Background: an optimization exercise with open tools, aiming at small area, a short achievable clock period and few clock cycles. Do not read the settings as production practice.
Function was checked by simulation only, so behaviour that the tests miss may differ from the original.
Power is estimated from default activity; no workload was simulated.

`flow/design.v`:
```
module lzw_encoder (
    input  wire       clk,
    input  wire       rst,
    input  wire       in_valid,
    output wire       in_ready,
    input  wire [7:0] in_data,
    input  wire       in_last,
    output wire       out_valid,
    input  wire       out_ready,
    output wire [7:0] out_data,
    output wire       out_last,
    output reg        done,
    output reg        err,
    output reg  [8:0] tok_count,
    output reg  [9:0] next_code
);
    localparam DICT_CAP = 384;
    localparam NENT     = DICT_CAP - 256;    
    localparam QD       = 2;                 
    localparam QW       = 1;                 
    reg       h_v, h_l, n_v, n_l, s_v, s_l;
    reg [7:0] h_d, n_d, s_d;
    assign in_ready = !s_v;
    wire in_fire = in_valid && !s_v;
    reg [8:0] pfx [0:NENT-1];    
    reg [7:0] byt [0:NENT-1];
    reg [7:0] ncnt;              
    reg [NENT-1:0] be;           
    reg       be_ok;             
    reg       nm;                
    reg [6:0] nm_idx;            
    reg [8:0] cur;               
    reg [8:0] cur_n;             
    reg       have_cur;          
    reg       pend;              
    reg       drain;             
    reg [8:0]    q_code [0:QD-1];
    reg          q_last [0:QD-1];
    reg          q_err  [0:QD-1];
    reg [QW-1:0] q_wp, q_rp;
    reg [QW:0]   q_cnt;
    reg          q_full;         
    reg       hit;
    reg [6:0] hit_idx;
    integer   i;
    always @(*) begin
        hit     = nm;
        hit_idx = nm ? nm_idx : 7'd0;
        for (i = 0; i < NENT; i = i + 1) begin
            if (be[i] && pfx[i] == (i < NENT / 2 ? cur : ~cur_n)) begin
                hit     = 1'b1;
                hit_idx = hit_idx | i[6:0];
            end
        end
    end
    wire full = ncnt[7];                        
    wire go   = h_v && !pend && !q_full &&      
                (be_ok || drain || !have_cur);
    wire look = go && !drain && have_cur;       
    wire miss_push = look && !hit;
    wire pend_push = pend && !q_full;
    wire push = pend_push || miss_push;
    wire push_last = pend || full;
    wire push_err  = !pend && full;
    wire pop;    
    wire       cur_ld = go && !pend && !drain;
    wire [8:0] cur_x  = (have_cur && hit) ? {2'b10, hit_idx} : {1'b0, h_d};
    always @(posedge clk) begin
        cur   <= cur_ld ?  cur_x : ~cur_n;
        cur_n <= cur_ld ? ~cur_x : ~cur;
    end
    wire [7:0] nh    = go ? n_d : h_d;
    wire       nh_ok = go ? n_v : h_v;
    reg [NENT-1:0] be_nx;
    always @(*) begin
        for (i = 0; i < NENT; i = i + 1)
            be_nx[i] = (i < ncnt) && byt[i] == nh;
    end
    wire nm_nx = look && !hit && !full && (cur == {1'b0, h_d}) && (nh == h_d);
    always @(posedge clk) begin
        if (!full) begin
            pfx[ncnt[6:0]] <= cur;
            byt[ncnt[6:0]] <= h_d;
        end
        be     <= be_nx;
        nm_idx <= ncnt[6:0];
        if (!q_full) begin
            q_code[q_wp] <= cur;
            q_last[q_wp] <= push_last;
            q_err[q_wp]  <= push_err;
        end
    end
    wire [QW:0] q_inc = q_cnt + 1'b1;
    wire [QW:0] q_dec = q_cnt - 1'b1;
    wire        q_nf  = (q_cnt == QD - 1);
    always @(posedge clk) begin
        if (rst) begin
            h_v <= 1'b0; n_v <= 1'b0; s_v <= 1'b0;
            be_ok <= 1'b0; nm <= 1'b0;
            have_cur <= 1'b0; pend <= 1'b0; drain <= 1'b0;
            ncnt <= 8'd0;
            q_wp <= {QW{1'b0}}; q_rp <= {QW{1'b0}};
            q_cnt <= {(QW+1){1'b0}}; q_full <= 1'b0;
        end else begin
            if (go) begin
                h_v <= n_v || in_fire;
                if (n_v) begin h_d <= n_d; h_l <= n_l; end
                else     begin h_d <= in_data; h_l <= in_last; end
                n_v <= s_v || (n_v && in_fire);
                if (s_v) begin n_d <= s_d; n_l <= s_l; end
                else     begin n_d <= in_data; n_l <= in_last; end
                s_v <= 1'b0;
            end else if (!h_v) begin
                h_v <= in_fire; h_d <= in_data; h_l <= in_last;
            end else if (!n_v) begin
                n_v <= in_fire; n_d <= in_data; n_l <= in_last;
            end else if (in_fire) begin
                s_v <= 1'b1; s_d <= in_data; s_l <= in_last;
            end
            be_ok <= nh_ok;
            nm    <= nm_nx;
            if (pend) begin
                if (!q_full) pend <= 1'b0;
            end else if (go) begin
                if (drain) begin
                    if (h_l) drain <= 1'b0;
                end else begin
                    if (!have_cur) begin
                        if (h_l) pend <= 1'b1;
                        else     have_cur <= 1'b1;
                    end else if (hit) begin
                        if (h_l) begin pend <= 1'b1; have_cur <= 1'b0; ncnt <= 8'd0; end
                    end else if (full) begin
                        have_cur <= 1'b0;
                        ncnt <= 8'd0;
                        if (!h_l) drain <= 1'b1;
                    end else begin
                        if (h_l) begin pend <= 1'b1; have_cur <= 1'b0; ncnt <= 8'd0; end
                        else     ncnt <= ncnt + 8'd1;
                    end
                end
            end
            if (push) q_wp <= q_wp + 1'b1;
            if (pop)  q_rp <= q_rp + 1'b1;
            if (push) begin
                q_cnt  <= pop ? q_cnt : q_inc;
                q_full <= pop ? q_full : q_nf;
            end else begin
                q_cnt  <= pop ? q_dec : q_cnt;
                q_full <= pop ? 1'b0 : q_full;
            end
        end
    end
    reg       a_v, a_l, a_e;
    reg [1:0] a_d2;              
    reg [6:0] a_r;               
    wire      a_take;            
    assign pop = (q_cnt != 0) && (!a_v || a_take);
    wire [8:0] hc = q_code[q_rp];
    wire [1:0] hd2 = (hc >= 9'd300) ? 2'd3 : (hc >= 9'd200) ? 2'd2 :
                     (hc >= 9'd100) ? 2'd1 : 2'd0;
    wire [8:0] hr  = hc - 9'd100 * hd2;
    always @(posedge clk) begin
        if (rst) begin
            a_v <= 1'b0;
        end else if (!a_v || a_take) begin
            a_v  <= (q_cnt != 0);
            a_d2 <= hd2;
            a_r  <= hr[6:0];
            a_l  <= q_last[q_rp];
            a_e  <= q_err[q_rp];
        end
    end
    wire [3:0] c2 = {2'b00, a_d2};
    wire [3:0] c1 = a_r / 10;
    wire [3:0] c0 = a_r % 10;
    reg [15:0] csym;
    reg [2:0]  clen;
    always @(*) begin
        if (a_d2 != 2'd0) begin
            csym = {c2, c1, c0, 4'hC}; clen = 3'd4;
        end else if (a_r >= 7'd10) begin
            csym = {c1, c0, 4'hC, 4'hC}; clen = 3'd3;
        end else begin
            csym = {c0, 4'hC, 4'hC, 4'hC}; clen = 3'd2;
        end
        if (a_l) clen = clen - 3'd1;
    end
    reg        c_v, c_l, c_e;
    reg [15:0] c_sym;
    reg [2:0]  c_len;
    wire       c_take;           
    assign a_take = a_v && (!c_v || c_take);
    always @(posedge clk) begin
        if (rst) begin
            c_v <= 1'b0;
        end else if (!c_v || c_take) begin
            c_v <= a_v;
            c_sym <= csym; c_len <= clen; c_l <= a_l; c_e <= a_e;
        end
    end
    reg        ov, ol;
    reg [7:0]  ob;
    reg [11:0] t_sym;        
    reg [1:0]  t_cnt;
    reg        t_last, t_err;
    reg [8:0]  ctok;         
    reg        newmsg;       
    reg        dwait;        
    assign out_valid = ov;
    assign out_data  = ob;
    assign out_last  = ol;
    wire adv = !ov || out_ready;
    wire blk = (ov && ol) || dwait;
    assign c_take = adv && !blk && (t_cnt == 2'd0) && c_v;
    wire last_fire = ov && out_ready && ol;
    function [7:0] symbyte(input [3:0] s);
        symbyte = {3'b001, s != 4'hC, s};
    endfunction
    always @(posedge clk) begin
        if (rst) begin
            ov <= 1'b0; ol <= 1'b0; t_cnt <= 2'd0;
            newmsg <= 1'b1; ctok <= 9'd0; dwait <= 1'b0;
            done <= 1'b0;
        end else begin
            if (adv) begin
                if (blk) begin
                    ov <= 1'b0;
                end else if (t_cnt != 2'd0) begin
                    ov    <= 1'b1;
                    ob    <= symbyte(t_sym[11:8]);
                    ol    <= t_last && (t_cnt == 2'd1);
                    t_sym <= {t_sym[7:0], 4'h0};
                    t_cnt <= t_cnt - 2'd1;
                end else if (c_v) begin
                    ov     <= 1'b1;
                    ob     <= symbyte(c_sym[15:12]);
                    ol     <= c_l && (c_len == 3'd1);
                    t_sym  <= c_sym[11:0];
                    t_cnt  <= c_len[1:0] - 2'd1;
                    t_last <= c_l;
                    t_err  <= c_e;
                    newmsg <= c_l;
                    ctok   <= newmsg ? 9'd1 : ctok + 9'd1;
                end else begin
                    ov <= 1'b0;
                end
            end
            done <= 1'b0;
            if (last_fire) begin
                err       <= t_err;
                tok_count <= ctok;
                next_code <= {1'b0, ctok} + 10'd255;
                if (t_err && drain) dwait <= 1'b1;
                else                done  <= 1'b1;
            end else if (dwait && !drain) begin
                dwait <= 1'b0;
                done  <= 1'b1;
            end
        end
    end
endmodule
```
`flow/flow/run.sh`:
```
#!/bin/bash
set -euo pipefail
MARGIN=$(cat flow/margin.txt)
grep -v '^export SETUP_SLACK_MARGIN' config.mk > config.mk.new
echo "export SETUP_SLACK_MARGIN = ${MARGIN}" >> config.mk.new
mv config.mk.new config.mk
bash standard.sh > standard.log 2>&1
```
`flow/flow/margin.txt`:
```
6.7
```
`flow/standard.sh`:
```
#!/bin/bash
# synth_recipe.tcl (not shown) runs the flow's synth.tcl, then flattens the netlist and writes it again
# the make line also repeats each setting of config.mk as NAME=value (left out here)
make -C /OpenROAD-flow-scripts/flow DESIGN_CONFIG=/design/flow/config.mk WORK_HOME=/design/flow/orfs CLKGATE_MAP_FILE= SYNTH_SCRIPT=/design/flow/synth_recipe.tcl "${@:-finish}"
```
`flow/config.mk`:
```
export PLATFORM = sky130hd
export DESIGN_NAME = lzw_encoder
export DESIGN_NICKNAME = lzw_encoder
export VERILOG_FILES = /design/flow/design.v
export SDC_FILE = /design/flow/constraint.sdc
export NUM_CORES = 4
export LEC_CHECK = 0
export CAP_MARGIN = 20
export CORE_MARGIN = 2
export CORE_UTILIZATION = 40
export CTS_BUF_LIST = sky130_fd_sc_hd__clkbuf_16
export CTS_CLUSTER_DIAMETER = 80
export CTS_CLUSTER_SIZE = 24
export SLEW_MARGIN = 20
export SETUP_SLACK_MARGIN = 6.7
```
`flow/constraint.sdc`:
```
create_clock -name core_clock -period 10.0 [get_ports {clk}]
set_input_delay 2.0000 -clock core_clock [delete_from_list [all_inputs] [get_ports {clk}]]
set_output_delay 2.0000 -clock core_clock [all_outputs]
set_load 0.01 [all_outputs]
```
==> results of run 1 <==
-- area by class of cell --
type | count | area (um2) | share of cell area (%)
multi-input cells | 3898 | 30300 | 25.3
well taps | 3384 | 4230 | 3.53
clock buffers | 121 | 3030 | 2.53
flip-flops and latches | 2482 | 72700 | 60.6
inverters | 38 | 143 | 0.119
repair buffers | 700 | 8830 | 7.37
clock inverters | 106 | 611 | 0.509
diodes | 10 | 25.0 | 0.0209
-- stage by stage --
step / power, mW / area [um2] / hold slack (ns)
2_1_floorplan: 14.9 / 104000 / 0.329
3_3_place_gp: 16.0 / 109000 / 0.415
3_5_place_dp: 16.0 / 109000 / 0.420
4_1_cts: 22.9 / 118000 / 0.439
5_1_grt: 23.8 / 120000 / 0.456
6_report: 23.3 / 120000 / 0.446
-- per-layer routing --
layer	share of wire (%)	up-vias
li1	-	25500
met1	40	32000
met2	45	3405
met3	9.9	766
met4	5.4	18
met5	0.033	-
-- state kept, by name, summed over array words and instances (netlist names), 10 cells and up, named ones only --
| signal | cells |
|---|---|
| c_sym | 12 |
| byt | 1024 |
| q_code | 18 |
| pfx | 1152 |
| be | 128 |
| next_code | 10 |
-- synth_stat cells, drive strengths merged (4+ instances only) --
| library cell | instances | area, um2 |
|---|---|---|
| a2111oi | 11 | 96.3 |
| a211oi | 4 | 30.0 |
| a21o | 4 | 30.0 |
| a21oi | 76 | 380 |
| a31oi | 16 | 100 |
| a41oi | 11 | 96.3 |
| and2 | 13 | 81.3 |
| and3 | 5 | 31.3 |
| buf | 238 | 1540 |
| clkbuf | 79 | 297 |
| dfxtp | 193 | 3860 |
| edfxtp | 2289 | 68700 |
| ha | 13 | 163 |
| inv | 37 | 139 |
| mux2 | 22 | 248 |
| mux2i | 27 | 270 |
| nand2 | 205 | 769 |
| nand2b | 10 | 62.6 |
| nand3 | 117 | 586 |
| nand4 | 301 | 1900 |
| nor2 | 242 | 908 |
| nor2b | 14 | 87.6 |
| nor3 | 130 | 656 |
| nor4 | 264 | 1680 |
| o2111ai | 39 | 342 |
| o211ai | 11 | 82.6 |
| o21a | 8 | 67.6 |
| o21ai | 47 | 239 |
| o22ai | 14 | 87.6 |
| o311ai | 6 | 52.6 |
| o31ai | 8 | 60.1 |
| or2 | 4 | 25.0 |
| or3 | 9 | 56.3 |
| or4 | 6 | 45.0 |
| xnor2 | 1067 | 9350 |
| xor2 | 1142 | 10000 |
-- logic make-up after synthesis --
family / Yosys count / share of synthesized area, %
fa+ha+maj: 17 / 0.205
flops: 2482 / 70.1
compound gates: 285 / 1.88
mux: 49 / 0.500
other cells: 2 / 0.00725
xor+xnor: 2209 / 18.7
simple gates: 1335 / 6.77
buf+inv: 355 / 1.91
-- power groups by stage --
stage / clock [mW] / combinational [mW] / sequential [mW]
floorplan: 0 / 2.61 / 12.3
global placement: 0 / 3.51 / 12.5
detailed placement: 0 / 3.56 / 12.5
CTS: 5.73 / 5.25 / 12.0
global route: 6.07 / 5.81 / 12.0
finish: 5.68 / 5.62 / 12.0
-- what timing repair did --
action,in CTS,in global routing
buffers inserted,219,92
setup endpoints to repair,683,172
hold buffers,0,0
resized for setup,431,115
pin swaps,43,50
cloned,59,10
-- cells in the final DEF (no fill, tap or decap), drive strengths merged, types with 8 or more instances in the layout --
cell type / Yosys / final
a2111oi: 11 / 11
a21oi: 76 / 76
a31oi: 16 / 16
a41oi: 11 / 11
and2: 13 / 13
buf: 238 / 629
bufbuf: 0 / 48
clkbuf: 79 / 133
clkdlybuf4s50: 0 / 11
clkinv: 1 / 11
dfxtp: 193 / 193
diode: 0 / 10
edfxtp: 2289 / 2289
ha: 13 / 13
inv: 37 / 130
mux2: 22 / 22
mux2i: 27 / 27
nand2: 205 / 205
nand2b: 10 / 10
nand3: 117 / 117
nand4: 301 / 301
nor2: 242 / 242
nor2b: 14 / 14
nor3: 130 / 130
nor4: 264 / 264
o2111ai: 39 / 39
o211ai: 11 / 11
o21a: 8 / 8
o21ai: 47 / 47
o22ai: 14 / 14
o31ai: 8 / 8
or3: 9 / 9
xnor2: 1067 / 1067
xor2: 1142 / 1142
-- worst paths after layout --
path,from,endpoint,slack (ns)
setup / recovery,cur[4],ncnt[5],6.41
hold / removal,a_e,c_e,0.45
setup reg to reg,cur[4],ncnt[5],6.41
hold reg to reg,a_e,c_e,0.45
==> run_results.csv, run 1 <==
group,metric,value,unit
power_and_ir_drop,clkPwrFrac,24.4,%
worst_setup_path,cp_slowest_cell,"or4_1",
global_routing,grt_max_degree,87,
yosys,ys_seq_elements,2482,
power_and_ir_drop,p_switching,6.93,mW
global_routing,antenna_found_initial,19,
die,start_util,40.3,%
global_routing,grt_pass1_vias,58200,
global_routing,use_met1,35.0,%
drt,wl,349000,um
global_routing,grt_pass1_wl,473000,um
clock_network,cts-root-buf,"clkbuf_16",
die,dieArea,263000,um2
die,die_w,513,um
worst_setup_path,r2r_cells,13,
placement,dp_hpwl,169000,um
timing,finalMaxSlewViolations,0,
drt,via_per_inst,5.74,
worst_setup_path,cpMostUsedCell,"buf_12",
yosys,synth.cell_area,104000,um2
worst_setup_path,path_cells,"buf_12 -> buf_16 -> buf_4 -> xor2_1 -> nor4_1 -> nand4_1 -> nand2_1 -> nor4_4 -> nand4_4 -> buf_12 -> o21a_4 -> or4_1 -> a21oi_2",
cells_and_area,fillers,21900,
worst_setup_path,crit_family,"simple AND/OR/NAND/NOR gates",
worst_setup_path,path_depth,13,
yosys,ys_async_sr_fraction,0,%
worst_hold_path,hold-path-cell-count,0,
cells_and_area,fin_util,46.6,%
yosys,avgSynthCellArea,15.4,um2
yosys,synthFlopType,"edfxtp_1",
drt,post-route-drc-count,0,
drt,drt_first_pass_iters,5,
timing,worst_pin_slew,1.19,ns
worst_hold_path,hold_class,"flip-flop to flip-flop",
worst_setup_path,arrival,4.41,ns
worst_setup_path,path_class,"flip-flop to flip-flop",
placement,dp.cells,10100,
global_routing,track_usage,25.6,%
clock_network,cts_buffers,120,
global_routing,met2_usage,39.8,%
power_and_ir_drop,p_comb_share,24.2,%
timing,rsz0062_at_grt,"yes",
worst_setup_path,crit_buf_inv,4,
yosys,synth_seq_area_share,70.1,%
timing,finalCritPeriodShare,35.9,%
yosys,postSynthCellCount,6734,
cells_and_area,area_growth,15.7,%
clock_network,clk_pin_slew_worst_paths,0.11,ns
outcome,outcome,"complete, no violations",
timing,hold_viol,0,
timing,setup_slack,6.41,ns
timing,setup_viol,0,
drt,wire_per_inst,32.5,um
timing,slew_headroom,20.6,%
global_routing,grt-busiest-layer,"met2",
global_routing,grt-ovfl-total,0,
worst_setup_path,cp-start-kind,"flip-flop",
yosys,synth_edf_count,2289,
die,fp.dieH,513,um
cells_and_area,drive_gt1_share,14.9,%
placement,place_congestion,0.879,
yosys,synthDistinctLibCells,86,
die,num_rows,186,
placement,portBuffers,41,
timing,fmax,0.278,GHz
cells_and_area,nets,7267,
power_and_ir_drop,p_per_area,194,nW/um2
clock_network,clk_latency,0.87,ns
power_and_ir_drop,p_int,16.3,mW
power_and_ir_drop,sw_frac_of_total,29.8,%
power_and_ir_drop,power_frac_seq,51.4,%
worst_setup_path,critPathCaptureType,"flip-flop",
drt,ant_nets,0,
job,drv_cap,0,
drt,via_count,61700,
global_routing,grt_use_met3,5.07,%
die,core_area,257000,um2
timing,final.min_clock_period,3.59,ns
die,ios,45,
timing,skew,0.0889,ns
worst_setup_path,cp_max_fo,10,
clock_network,ctsHtreeMaxLevel,3,
drt,drt_iter0_markers,8562,
cells_and_area,final_cell_count_no_fill,10700,
clock_network,cts.sinks,2482,
timing,fin_setup_tns,0,ns
yosys,ys_warn_count,1,
worst_setup_path,crit_required,10.81,ns
clock_network,clockBufferDepth,3,
clock_network,cts_tree,"done",
placement,pre_cts_ws,4.86,ns
power_and_ir_drop,p_leak,38.8,nW
worst_setup_path,slowest_delay,0.44,ns
power_and_ir_drop,vdd_drop_max,0.000183,V
Testbench counts, summed over its fixed seeds: cycles 146,039.
==> run 2, diff against run 1 <==
==> flow/flow/margin.txt (replaced) <==
6.5
--- a/flow/config.mk
+++ b/flow/config.mk
@@ -8,8 +8,8 @@
 export CAP_MARGIN = 20
 export CORE_MARGIN = 2
 export CORE_UTILIZATION = 40
-export CTS_BUF_LIST = sky130_fd_sc_hd__clkbuf_16
-export CTS_CLUSTER_DIAMETER = 80
-export CTS_CLUSTER_SIZE = 24
+export CTS_BUF_LIST = sky130_fd_sc_hd__clkbuf_8
+export CTS_CLUSTER_DIAMETER = 60
+export CTS_CLUSTER_SIZE = 16
 export SLEW_MARGIN = 20
-export SETUP_SLACK_MARGIN = 6.7
+export SETUP_SLACK_MARGIN = 6.5
==> run 2 against run 1 <==
Against the previous run:
- still clean
- count of clock-buffer cells in the layout grew 90
- first-iteration DRC count shrank 5.1%
- fmax is essentially flat
- critical path depth is the same
- worst setup slack lost 0.0020 ns
- clock skew shrank 0.013 ns
- largest cell class unchanged
==> run_results.csv, run 2 <==
group,metric,value,unit
outcome,outcome,"complete, no violations",
global_routing,antenna_found_initial,20,
clock_network,cts.sinks,2482,
cells_and_area,final_common_cell,"edfxtp_1",
drt,via_per_inst,5.66,
cells_and_area,layout_common_cells,"2289 x edfxtp_1, 1140 x xor2_1, 1065 x xnor2_1",
timing,fin_setup_tns,0,ns
global_routing,grt_pass1_vias,58100,
worst_setup_path,cp-start-kind,"flip-flop",
worst_setup_path,path_class,"flip-flop to flip-flop",
job,drv_cap,0,
global_routing,track_usage,24.3,%
yosys,synth_seq_area_share,70.1,%
clock_network,clk_latency,1.07,ns
yosys,ys_seq_elements,2482,
timing,worst_pin_slew,1.25,ns
clock_network,cts_buffers,188,
power_and_ir_drop,clkPwrFrac,25.0,%
timing,skew,0.0761,ns
timing,finalCritPeriodShare,36.0,%
die,dieArea,263000,um2
placement,dp_hpwl,171000,um
yosys,synth.cell_area,104000,um2
drt,drt_iter0_markers,8126,
power_and_ir_drop,p_switching,6.85,mW
drt,drt_first_pass_iters,10,
yosys,synth_edf_count,2289,
yosys,synth_area_leaders,"edfxtp_1 66%, xor2_1 9.7%, xnor2_1 9.0%, dfxtp_1 3.7%, nand4_1 1.8%",
worst_hold_path,hold_class,"flip-flop to flip-flop",
clock_network,cts_tree,"done",
die,fp.dieH,513,um
cells_and_area,largest_register_ffs,1152,
drt,ant_nets,0,
drt,via_count,60900,
timing,final.min_clock_period,3.60,ns
cells_and_area,nets,7239,
clock_network,cts-root-buf,"clkbuf_8",
timing,hold_viol,0,
clock_network,clk_pin_slew_worst_paths,0.12,ns
cells_and_area,drive_gt1_share,14.2,%
timing,slew_headroom,16.8,%
yosys,synth_most_common_cell,"edfxtp_1",
global_routing,grt_max_degree,131,
yosys,ys_warn_count,1,
die,num_rows,186,
yosys,postSynthCellCount,6734,
die,die_w,513,um
yosys,synth_area_leader_cell,"edfxtp_1",
die,start_util,40.3,%
power_and_ir_drop,p_leak,37.9,nW
timing,finalMaxSlewViolations,0,
clock_network,hold_buffers,0,
placement,place_congestion,0.891,
die,core_area,257000,um2
yosys,ys_async_sr_fraction,0,%
yosys,synthFlopType,"edfxtp_1",
cells_and_area,fillers,22000,
cells_and_area,area_growth,13.9,%
worst_setup_path,critPathCaptureType,"flip-flop",
power_and_ir_drop,p_comb_share,22.8,%
placement,portBuffers,41,
power_and_ir_drop,vdd_drop_max,0.000141,V
worst_setup_path,crit_required,10.96,ns
power_and_ir_drop,power_frac_seq,52.2,%
yosys,synth.top_cell.area_share,66.3,%
timing,setup_viol,0,
global_routing,grt-ovfl-total,0,
clock_network,clockBufferDepth,3,
yosys,avgSynthCellArea,15.4,um2
placement,dp.cells,10100,
yosys,synthDistinctLibCells,86,
worst_setup_path,cp_max_fo,17,
power_and_ir_drop,p_per_area,194,nW/um2
worst_setup_path,arrival,4.55,ns
die,ios,45,
clock_network,ctsHtreeMaxLevel,4,
cells_and_area,final_cell_count_no_fill,10800,
timing,rsz0062_at_grt,"yes",
yosys,synth_common_cells,"2289 x edfxtp_1, 1142 x xor2_1, 1067 x xnor2_1",
cells_and_area,multi_input_area,29900,um2
global_routing,grt_pass1_wl,453000,um
power_and_ir_drop,sw_frac_of_total,29.9,%
drt,wire_per_inst,31.4,um
drt,post-route-drc-count,0,
timing,fmax,0.278,GHz
drt,wl,338000,um
power_and_ir_drop,p_int,16.0,mW
cells_and_area,regArea,72700,um2
[run 2: per-layer routing]
layer	up-vias	part of all wire (%)	GRT usage, %
met4	10	4.6	9.55
li1	25400	-	-
met3	721	10	5.77
met2	3366	45	38.0
met1	31500	40	32.6
met5	-	0.018	0
[run 2: path summary, 6_finish.rpt]
check / start / endpoint / slack (ns) / cells after the start
worst min register to register: a_e / c_e / 0.39 / 0
worst max register to register: cur[3] / cur[1] / 6.40 / 13
worst min-delay path: a_e / c_e / 0.39 / 0
worst max-delay path: cur[3] / cur[1] / 6.40 / 13
[run 2: through the flow]
stage / utilization [%] / instance area (um2) / total power [mW] / setup WS, ns / hold WS (ns)
2_1_floorplan: - / 104000 / 14.9 / 6.47 / 0.329
3_3_place_gp: 42.4 / 109000 / 15.9 / 4.72 / 0.403
3_5_place_dp: 42.4 / 109000 / 16.0 / 5.00 / 0.406
4_1_cts: 45.0 / 116000 / 22.4 / 6.35 / 0.398
5_1_grt: 45.9 / 118000 / 23.5 / 6.34 / 0.401
6_report: 45.9 / 118000 / 22.9 / 6.40 / 0.391
[run 2: cells by family after synthesis]
logic type / synth area share [%]
XOR/XNOR: 18.7
AO/OA/AOI/OAI: 1.88
AND/OR/NAND/NOR: 6.77
adder cells (fa/ha/maj): 0.205
multiplexers: 0.500
other: 0.00725
flip-flops: 70.1
buffers and inverters: 1.91
[run 2: timing repair]
item,CTS,global route
setup endpoints to repair,290,157
gates resized for setup,287,107
setup buffers,123,123
gates cloned,27,22
pin swaps,8,23
[run 2: layout make-up]
type	instances	share of cell area (%)
Antenna cell	10	0.0212
Clock buffer	211	2.46
Clock inverter	142	0.820
Inverter	38	0.121
Multi-Input combinational cell	3898	25.3
Sequential cell	2482	61.6
Tap cell	3384	3.59
Timing Repair Buffer	604	6.04
[run 2: power by group through the flow]
| stage | combinational, mW | clock (mW) | sequential, mW |
|---|---|---|---|
| final | 5.22 | 5.72 | 11.9 |
| after CTS | 4.67 | 5.78 | 11.9 |
| after floorplan | 2.56 | 0 | 12.3 |
| after global routing | 5.43 | 6.15 | 12.0 |
| after detailed placement | 3.55 | 0 | 12.5 |
| after global placement | 3.49 | 0 | 12.4 |
[run 2: critical path, cell delays in order (launching register included)]
cell	delay (ns)
dfxtp_4	0.48
buf_4	0.23
clkbuf_16	0.24
xnor2_1	0.09
nand4_1	0.13
nor3_4	0.10
or4b_4	0.62
nor3_4	0.30
nand4_4	0.24
buf_6	0.20
o21ai_4	0.21
buf_4	0.20
mux2i_2	0.28
mux2i_1	0.12

==> static timing again, ports no longer ideal <==
Ports are ideal in the flow. The routed layouts listed here were re-timed in OpenROAD.
Step 1 sets driving cells, clkbuf_16 on the clock port and buf_2 on the other inputs (assumed; they add their load-dependent delay and slew).
Step 2 also shifts input and output timing later by t, the mid clock arrival at the registers, as if the neighbouring blocks saw the same clock.
Slacks: ideal / step 1 / step 2; pairs: ideal / step 1.
run | t, ns | setup WS [ns] | worst register clock-pin slew, ns | worst data-port slew with drivers (ns)
run 1 | 0.925 | 6.406 / 6.406 / 5.790 | 0.11 / 0.11 | 0.04
run 2 | 1.117 | 6.404 / 6.341 / 5.538 | 0.12 / 0.12 | 0.05
After both steps setup and hold are still met in every run listed. The setup slack of run 2, which loses most, moves by -0.063 ns with the drivers and by -0.866 ns with both steps.
